Source: an optimization exercise on an open RTL-to-GDS flow (aim: small area). Production flows keep margins and buffers that such runs may drop. Only simulation tests tie the RTL to the original design; equivalence was not proved. Power figures rest on the tool's default switching activity, not on a simulated workload.

==> flow/design.v (excerpt) <==
module pjon_rx (
    input  wire        clk,
    input  wire        rst_n,           
    input  wire        cmd_valid,
    input  wire [31:0] cmd,
    input  wire [2:0]  ev_clr,
    input  wire        cfg_shared,
    input  wire        cfg_simplex,
    input  wire        cfg_router,
    input  wire [7:0]  device_id,
    input  wire [31:0] bus_id,
    input  wire [2:0]  irq_en,
    output reg  [2:0]  result_code,
    output reg         ev_deliver,
    output reg         ev_resp_valid,
    output reg         ev_overrun,
    output wire        rx_active,
    output wire        irq,
    output wire [31:0] result,
    output wire [7:0]  resp,
    output reg  [7:0]  meta_rx_id,
    output reg  [7:0]  meta_tx_id,
    output reg  [31:0] meta_rx_bus,
    output reg  [31:0] meta_tx_bus,
    output reg  [15:0] meta_header,
    output wire [15:0] rx_length,
    output wire [15:0] rx_count,
    output wire [15:0] rx_payoff,
    output wire [15:0] rx_paylen,
    output reg  [7:0]  crc8_acc,
    output wire [31:0] crc32_acc
);
    localparam [2:0] R_NONE    = 3'd0;
    localparam [2:0] R_ACK     = 3'd1;
    localparam [2:0] R_NAK     = 3'd2;
    localparam [2:0] R_FAIL    = 3'd3;
    localparam [2:0] R_BUSY    = 3'd4;
    localparam [2:0] R_ILLEGAL = 3'd6;
    function [7:0] crc8_step;
        input [7:0] acc;
        input [7:0] b;
        reg [7:0] t;
        begin
            t = acc ^ b;
            crc8_step[0] = t[2] ^ t[4] ^ t[5];
            crc8_step[1] = t[0] ^ t[3] ^ t[5] ^ t[6];
            crc8_step[2] = t[0] ^ t[1] ^ t[4] ^ t[6] ^ t[7];
            crc8_step[3] = t[0] ^ t[1] ^ t[4] ^ t[7];
            crc8_step[4] = t[0] ^ t[1] ^ t[4];
  ...
Size: roughly 1500 cells after synthesis, roughly 320 flip-flops, roughly 330 I/O pins, about 15000 um^2 of cells after synthesis.
==> flow/config.mk <==
export PLATFORM = sky130hd
export DESIGN_NAME = pjon_rx
export DESIGN_NICKNAME = pjon_rx
export VERILOG_FILES = /design/flow/design.v
export SDC_FILE = /design/flow/constraint.sdc
export NUM_CORES = 4
export LEC_CHECK = 0
export CAP_MARGIN = 20
export CORE_MARGIN = 2
export CORE_UTILIZATION = 40
export SLEW_MARGIN = 20
==> flow/constraint.sdc <==
create_clock -name core_clock -period 12.0 [get_ports {clk}]
set_input_delay 2.4000 -clock core_clock [delete_from_list [all_inputs] [get_ports {clk}]]
set_output_delay 2.4000 -clock core_clock [all_outputs]
set_load 0.01 [all_outputs]
standard.sh (not shown) runs the stock make flow with config.mk's settings and CLKGATE_MAP_FILE= SYNTH_SCRIPT=/design/flow/synth_recipe.tcl, a recipe that flattens the netlist after the stock synthesis.
==> flow/flow/run.sh <==
#!/bin/bash
# Own layout flow: the standard ORFS flow (standard.sh) with three changes
#  - synthesis maps logic with an area-oriented ABC script (flow/abc_map.script,
#    a 30 s &deepsyn pass, then area mapping with don't-care resynthesis)
#    instead of ORFS's delay-oriented one, and leaves adders to ABC instead of
#    mapping them to half/full adder cells first; the rest of synthesis, and
#    so the registers, are unchanged;
#  - ports are buffered with buf_1 instead of the default buffer pick;
#  - the clock tree uses small clock buffers in sink clusters of up to 10,
#    without dummy loads.
# Each tool's output goes to a log file in this folder.
set -euo pipefail
W=$(pwd)
rm -rf "$W/scripts_mod"
cp -r "$FLOW_HOME/scripts" "$W/scripts_mod"
cp "$W/flow/abc_map.script" "$W/scripts_mod/abc_speed.script"
CTS="-sink_clustering_enable -repair_clock_nets -dont_use_dummy_load -sink_clustering_size 20 -sink_clustering_max_diameter 45 -buf_list {sky130_fd_sc_hd__clkbuf_8}"
bash standard.sh \
  SCRIPTS_DIR="$W/scripts_mod" \
  ADDER_MAP_FILE= \
  BUFFER_PORTS_ARGS="-buffer_cell sky130_fd_sc_hd__buf_1" \
  CTS_ARGS="$CTS" \
  finish > "$W/standard_flow.log" 2>&1
==> flow/flow/abc_map.script <==
strash
&get -n
&deepsyn -T 30
&put
dch -f
map -a
mfs2
strash
dc2
dch -f
map -a
mfs2
strash
dc2
dch -f
map -a
topo
==> next run, changes <==
--- a/flow/flow/run.sh
+++ b/flow/flow/run.sh
@@ -17 +17 @@
-CTS="-sink_clustering_enable -repair_clock_nets -dont_use_dummy_load -sink_clustering_size 20 -sink_clustering_max_diameter 45 -buf_list {sky130_fd_sc_hd__clkbuf_8}"
+CTS="-sink_clustering_enable -repair_clock_nets -dont_use_dummy_load -sink_clustering_size 12 -sink_clustering_max_diameter 50 -buf_list {sky130_fd_sc_hd__clkbuf_2 sky130_fd_sc_hd__clkbuf_4 sky130_fd_sc_hd__clkbuf_8}"
The new run completed without violations.
Global-route usage barely changes.
Clock-buffer cell count goes down by 2.
Total power decreases by 0.76%.
==> next run, changes <==
--- a/flow/flow/run.sh
+++ b/flow/flow/run.sh
@@ -3,2 +3 @@
-#  - synthesis maps logic with an area-oriented ABC script (flow/abc_map.script,
-#    a 30 s &deepsyn pass, then area mapping with don't-care resynthesis)
+#  - synthesis maps logic with an area-oriented ABC script (flow/abc_map.script)
@@ -17 +16 @@
-CTS="-sink_clustering_enable -repair_clock_nets -dont_use_dummy_load -sink_clustering_size 12 -sink_clustering_max_diameter 50 -buf_list {sky130_fd_sc_hd__clkbuf_2 sky130_fd_sc_hd__clkbuf_4 sky130_fd_sc_hd__clkbuf_8}"
+CTS="-sink_clustering_enable -repair_clock_nets -dont_use_dummy_load -sink_clustering_size 10 -sink_clustering_max_diameter 40 -buf_list {sky130_fd_sc_hd__clkbuf_2 sky130_fd_sc_hd__clkbuf_4}"
==> flow/flow/abc_map.script (replaced) <==
strash
dc2
dch -f
map -a
mfs2
strash
dc2
dch -f
map -a
topo
Global-route usage came out higher by 0.79 points.
Final cell count came out higher by a few percent.
Critical path depth came out higher by 9.
Setup slack gets better by 510 ps.
Power came out lower by a few percent.
Routed wire length came out higher slightly.
Maximum frequency came out higher by a little under a tenth.
Cell area came out higher slightly.
Via count came out higher by a few percent.
Clock-buffer cell count came out higher by 11.
==> next run, changes <==
--- a/flow/flow/run.sh
+++ b/flow/flow/run.sh
@@ -3 +3,2 @@
-#  - synthesis maps logic with an area-oriented ABC script (flow/abc_map.script)
+#  - synthesis maps logic with an area-oriented ABC script (flow/abc_map.script,
+#    a 30 s &deepsyn pass, then area mapping with don't-care resynthesis)
==> flow/flow/abc_map.script (replaced) <==
strash
&get -n
&deepsyn -T 30
&put
dch -f
map -a
mfs2
strash
dc2
dch -f
map -a
mfs2
strash
dc2
dch -f
map -a
topo
CORE_UTILIZATION = 60   (was 40)
Worst setup slack loses 510 ps.
Non-clock buffer count falls by 3.
Wire length falls by 11%.
Utilization rises by 22 points.

pjon_rx, a different RTL version from the one above (not shown whole).
For scale: about 1500 cells after synthesis, roughly 320 flip-flops.
==> flow/design.v (excerpt) <==
module pjon_rx (
    input  wire        clk,
    input  wire        rst_n,           
    input  wire        cmd_valid,
    input  wire [31:0] cmd,
    input  wire [2:0]  ev_clr,
    input  wire        cfg_shared,
    input  wire        cfg_simplex,
    input  wire        cfg_router,
    input  wire [7:0]  device_id,
    input  wire [31:0] bus_id,
    input  wire [2:0]  irq_en,
    output reg  [2:0]  result_code,
    output reg         ev_deliver,
    output reg         ev_resp_valid,
    output reg         ev_overrun,
    output wire        rx_active,
    output wire        irq,
    output wire [31:0] result,
    output wire [7:0]  resp,
    output reg  [7:0]  meta_rx_id,
    output reg  [7:0]  meta_tx_id,
    output reg  [31:0] meta_rx_bus,
    output reg  [31:0] meta_tx_bus,
    output reg  [15:0] meta_header,
    output wire [15:0] rx_length,
    output wire [15:0] rx_count,
    output wire [15:0] rx_payoff,
    output wire [15:0] rx_paylen,
    output reg  [7:0]  crc8_acc,
    output wire [31:0] crc32_acc
);
    localparam [2:0] R_NONE    = 3'd0;
    localparam [2:0] R_ACK     = 3'd1;
    localparam [2:0] R_NAK     = 3'd2;
    localparam [2:0] R_FAIL    = 3'd3;
    localparam [2:0] R_BUSY    = 3'd4;
    localparam [2:0] R_ILLEGAL = 3'd6;
    function [7:0] crc8_step;
        input [7:0] acc;
        input [7:0] b;
        reg [7:0] t;
        begin
            t = acc ^ b;
            crc8_step[0] = t[2] ^ t[4] ^ t[5];
            crc8_step[1] = t[0] ^ t[3] ^ t[5] ^ t[6];
            crc8_step[2] = t[0] ^ t[1] ^ t[4] ^ t[6] ^ t[7];
            crc8_step[3] = t[0] ^ t[1] ^ t[4] ^ t[7];
            crc8_step[4] = t[0] ^ t[1] ^ t[4];
            crc8_step[5] = t[1] ^ t[2] ^ t[5];
            crc8_step[6] = t[0] ^ t[2] ^ t[3] ^ t[6];
            crc8_step[7] = t[1] ^ t[3] ^ t[4] ^ t[7];
        end
    endfunction
    function [31:0] crc32_step;
        input [31:0] acc;
        input [7:0]  b;
        reg [7:0] t;
        begin
            t = acc[7:0] ^ b;
            crc32_step[0] = acc[8] ^ t[2];
            crc32_step[1] = acc[9] ^ t[0] ^ t[3];
            crc32_step[2] = acc[10] ^ t[0] ^ t[1] ^ t[4];
  ...
Settings: LEC_CHECK=0, CAP_MARGIN=20, CORE_MARGIN=2, CORE_UTILIZATION=40, SLEW_MARGIN=20; clock period 12.0 ns.
==> flow/flow/run.sh <==
#!/bin/bash
# Own layout flow: the standard ORFS flow (standard.sh) with three changes
#  - synthesis maps logic with an area-oriented ABC script (flow/abc_map.script,
#    a 30 s &deepsyn pass, then area mapping with don't-care resynthesis)
#    instead of ORFS's delay-oriented one, and leaves adders to ABC instead of
#    mapping them to half/full adder cells first; the rest of synthesis, and
#    so the registers, are unchanged;
#  - ports are buffered with buf_1 instead of the default buffer pick;
#  - the clock tree uses small clock buffers in sink clusters of up to 10,
#    without dummy loads.
# Each tool's output goes to a log file in this folder.
set -euo pipefail
W=$(pwd)
rm -rf "$W/scripts_mod"
cp -r "$FLOW_HOME/scripts" "$W/scripts_mod"
cp "$W/flow/abc_map.script" "$W/scripts_mod/abc_speed.script"
CTS="-sink_clustering_enable -repair_clock_nets -dont_use_dummy_load -sink_clustering_size 10 -sink_clustering_max_diameter 40 -buf_list {sky130_fd_sc_hd__clkbuf_2 sky130_fd_sc_hd__clkbuf_4}"
bash standard.sh \
  SCRIPTS_DIR="$W/scripts_mod" \
  ADDER_MAP_FILE= \
  SKIP_REPAIR_TIE_FANOUT=1 \
  BUFFER_PORTS_ARGS="-buffer_cell sky130_fd_sc_hd__buf_1" \
  CTS_ARGS="$CTS" \
  finish > "$W/standard_flow.log" 2>&1
==> flow/flow/abc_map.script <==
strash
dc2
&get -n
&deepsyn -T 30
&put
dch -f
map -a
mfs2
strash
dc2
dch -f
map -a
mfs2
strash
dc2
dch -f
map -a
topo
The starting point finished with timing, DRC and antenna clean.
Edit:
--- a/flow/flow/run.sh
+++ b/flow/flow/run.sh
@@ -15,5 +15,5 @@
 cp -r "$FLOW_HOME/scripts" "$W/scripts_mod"
 cp "$W/flow/abc_map.script" "$W/scripts_mod/abc_speed.script"
-CTS="-sink_clustering_enable -repair_clock_nets -dont_use_dummy_load -sink_clustering_size 10 -sink_clustering_max_diameter 40 -buf_list {sky130_fd_sc_hd__clkbuf_2 sky130_fd_sc_hd__clkbuf_4}"
+CTS="-sink_clustering_enable -repair_clock_nets -dont_use_dummy_load -sink_clustering_size 10 -sink_clustering_max_diameter 70 -buf_list {sky130_fd_sc_hd__clkbuf_2 sky130_fd_sc_hd__clkbuf_4}"
 bash standard.sh \
   SCRIPTS_DIR="$W/scripts_mod" \
Result:
- The new run passed the timing, design-rule and antenna checks
- first-iteration DRC count goes down by 1.0%
- power goes down by 2.3%
- cell area goes down by 0.50%
- clock-buffer cell count goes down by 10
- clock skew goes down by 0.053 ns
- synthesized cell count stays the same
- setup slack loses 0.027 ns
- routed wire length stays flat
- core utilization goes down by 0.23 points
- sequential share of layout area goes up by 0.25 points
- global-route usage hardly moves
Edit:
--- a/flow/flow/run.sh
+++ b/flow/flow/run.sh
@@ -15,5 +15,5 @@
 cp -r "$FLOW_HOME/scripts" "$W/scripts_mod"
 cp "$W/flow/abc_map.script" "$W/scripts_mod/abc_speed.script"
-CTS="-sink_clustering_enable -repair_clock_nets -dont_use_dummy_load -sink_clustering_size 10 -sink_clustering_max_diameter 70 -buf_list {sky130_fd_sc_hd__clkbuf_2 sky130_fd_sc_hd__clkbuf_4}"
+CTS="-sink_clustering_enable -repair_clock_nets -dont_use_dummy_load -sink_clustering_size 10 -sink_clustering_max_diameter 55 -buf_list {sky130_fd_sc_hd__clkbuf_2 sky130_fd_sc_hd__clkbuf_4}"
 bash standard.sh \
   SCRIPTS_DIR="$W/scripts_mod" \
The new run passed the timing, design-rule and antenna checks.
Sequential share of layout area hardly moves.
Cell count hardly moves.
Synthesized area does not change.
Core utilization stays flat.
Worst setup slack loses 0.079 ns.
Sequential power is about the same.
Edit:
==> flow/flow/run.sh (replaced) <==
#!/bin/bash
# Own layout flow: the standard ORFS flow (standard.sh) with these changes
#  - synthesis maps logic with an area-oriented ABC script (flow/abc_map.script,
#    an &deepsyn pass of up to 200 s, then area mapping with don't-care
#    resynthesis)
#    instead of ORFS's delay-oriented one, and leaves adders to ABC instead of
#    mapping them to half/full adder cells first; the rest of synthesis, and
#    so the registers, are unchanged;
#  - ports are buffered with buf_1 instead of the default buffer pick;
#  - the constant outputs share synthesis's single tie cell (no per-port
#    tie cells);
#  - the clock tree uses small clock buffers in sink clusters of up to 10,
#    without dummy loads.
# Each tool's output goes to a log file in this folder.
set -euo pipefail
W=$(pwd)
rm -rf "$W/scripts_mod"
cp -r "$FLOW_HOME/scripts" "$W/scripts_mod"
cp "$W/flow/abc_map.script" "$W/scripts_mod/abc_speed.script"
CTS="-sink_clustering_enable -repair_clock_nets -dont_use_dummy_load -sink_clustering_size 10 -sink_clustering_max_diameter 40 -buf_list {sky130_fd_sc_hd__clkbuf_2 sky130_fd_sc_hd__clkbuf_4}"
bash standard.sh \
  SCRIPTS_DIR="$W/scripts_mod" \
  ADDER_MAP_FILE= \
  SKIP_REPAIR_TIE_FANOUT=1 \
  BUFFER_PORTS_ARGS="-buffer_cell sky130_fd_sc_hd__buf_1" \
  CTS_ARGS="$CTS" \
  finish > "$W/standard_flow.log" 2>&1
==> flow/flow/abc_map.script (replaced) <==
strash
dc2
&get -n
&deepsyn -J 100 -T 200
&put
dch -f
map -a
mfs2
strash
dc2
dch -f
map -a
mfs2
strash
dc2
dch -f
map -a
topo
What happened: Final area goes down by 0.31%. Area after synthesis goes down by 0.67%. Synthesized cell count goes up by 1.6%. Die area goes down by 0.65%.
Edit:
--- a/flow/flow/run.sh
+++ b/flow/flow/run.sh
@@ -1,13 +1,10 @@
 #!/bin/bash
-# Own layout flow: the standard ORFS flow (standard.sh) with these changes
+# Own layout flow: the standard ORFS flow (standard.sh) with three changes
 #  - synthesis maps logic with an area-oriented ABC script (flow/abc_map.script,
-#    an &deepsyn pass of up to 200 s, then area mapping with don't-care
-#    resynthesis)
+#    a 30 s &deepsyn pass, then area mapping with don't-care resynthesis)
 #    instead of ORFS's delay-oriented one, and leaves adders to ABC instead of
 #    mapping them to half/full adder cells first; the rest of synthesis, and
 #    so the registers, are unchanged;
 #  - ports are buffered with buf_1 instead of the default buffer pick;
-#  - the constant outputs share synthesis's single tie cell (no per-port
-#    tie cells);
 #  - the clock tree uses small clock buffers in sink clusters of up to 10,
 #    without dummy loads.
==> flow/flow/abc_map.script (replaced) <==
strash
dc2
&get -n
&deepsyn -T 30
&put
dch -f
map -a
mfs2
strash
dc2
dch -f
map -a
mfs2
strash
dc2
dch -f
map -a
topo
Settings changed: PLACE_DENSITY set to 0.8.
Result:
- die area increases by 0.66%
- total power increases by about 7%
- sequential cell count does not change
- cell count decreases by about 1.1%

## separate check: timing with driven ports
Ports are ideal in the flow. The routed layouts listed here were re-timed in OpenROAD.
Step 1 (the two cells are an assumption about what drives the block):
set clk [get_ports {clk}]
set_driving_cell -lib_cell sky130_fd_sc_hd__clkbuf_16 $clk
set_driving_cell -lib_cell sky130_fd_sc_hd__buf_2 [delete_from_list [all_inputs] $clk]
Step 2 also shifts input and output timing later by t, the mid clock arrival at the registers, as if the neighbouring blocks saw the same clock.
a / b / c = ideal / step 1 / step 2; a / b = the first two.
| run | shift t [ns] | slack for setup (ns) | worst setup path at the end | worst slew at a driven data input, ns |
|---|---|---|---|---|
| the first run of note 1 | 0.589 | 4.942 / 4.967 / 4.378 | input to register | 0.10 |
| the second run of note 1 | 0.578 | 4.957 / 4.982 / 4.405 | input to register | 0.11 |
| the third run of note 1 | 0.803 | 5.469 / 5.469 / 4.893 | input to register | 0.07 |
| the fourth run of note 1 | 0.696 | 4.958 / 4.981 / 4.285 | input to register | 0.06 |
| the first run of note 2 | 0.808 | 5.187 / 5.160 / 4.351 | input to register | 0.16 |
| the second run of note 2 | 0.778 | 5.160 / 5.135 / 4.356 | input to register | 0.15 |
| the third run of note 2 | 0.710 | 5.081 / 5.057 / 4.347 | input to register | 0.15 |
| the fourth run of note 2 | 0.737 | 5.196 / 5.205 / 4.468 | input to register | 0.12 |
| the fifth run of note 2 | 0.786 | 5.045 / 5.069 / 4.283 | input to register | 0.06 |
After both steps setup and hold are still met in every run listed. The setup slack of the first run of note 2, which loses most, moves by -0.027 ns with the drivers and by -0.836 ns with both steps.
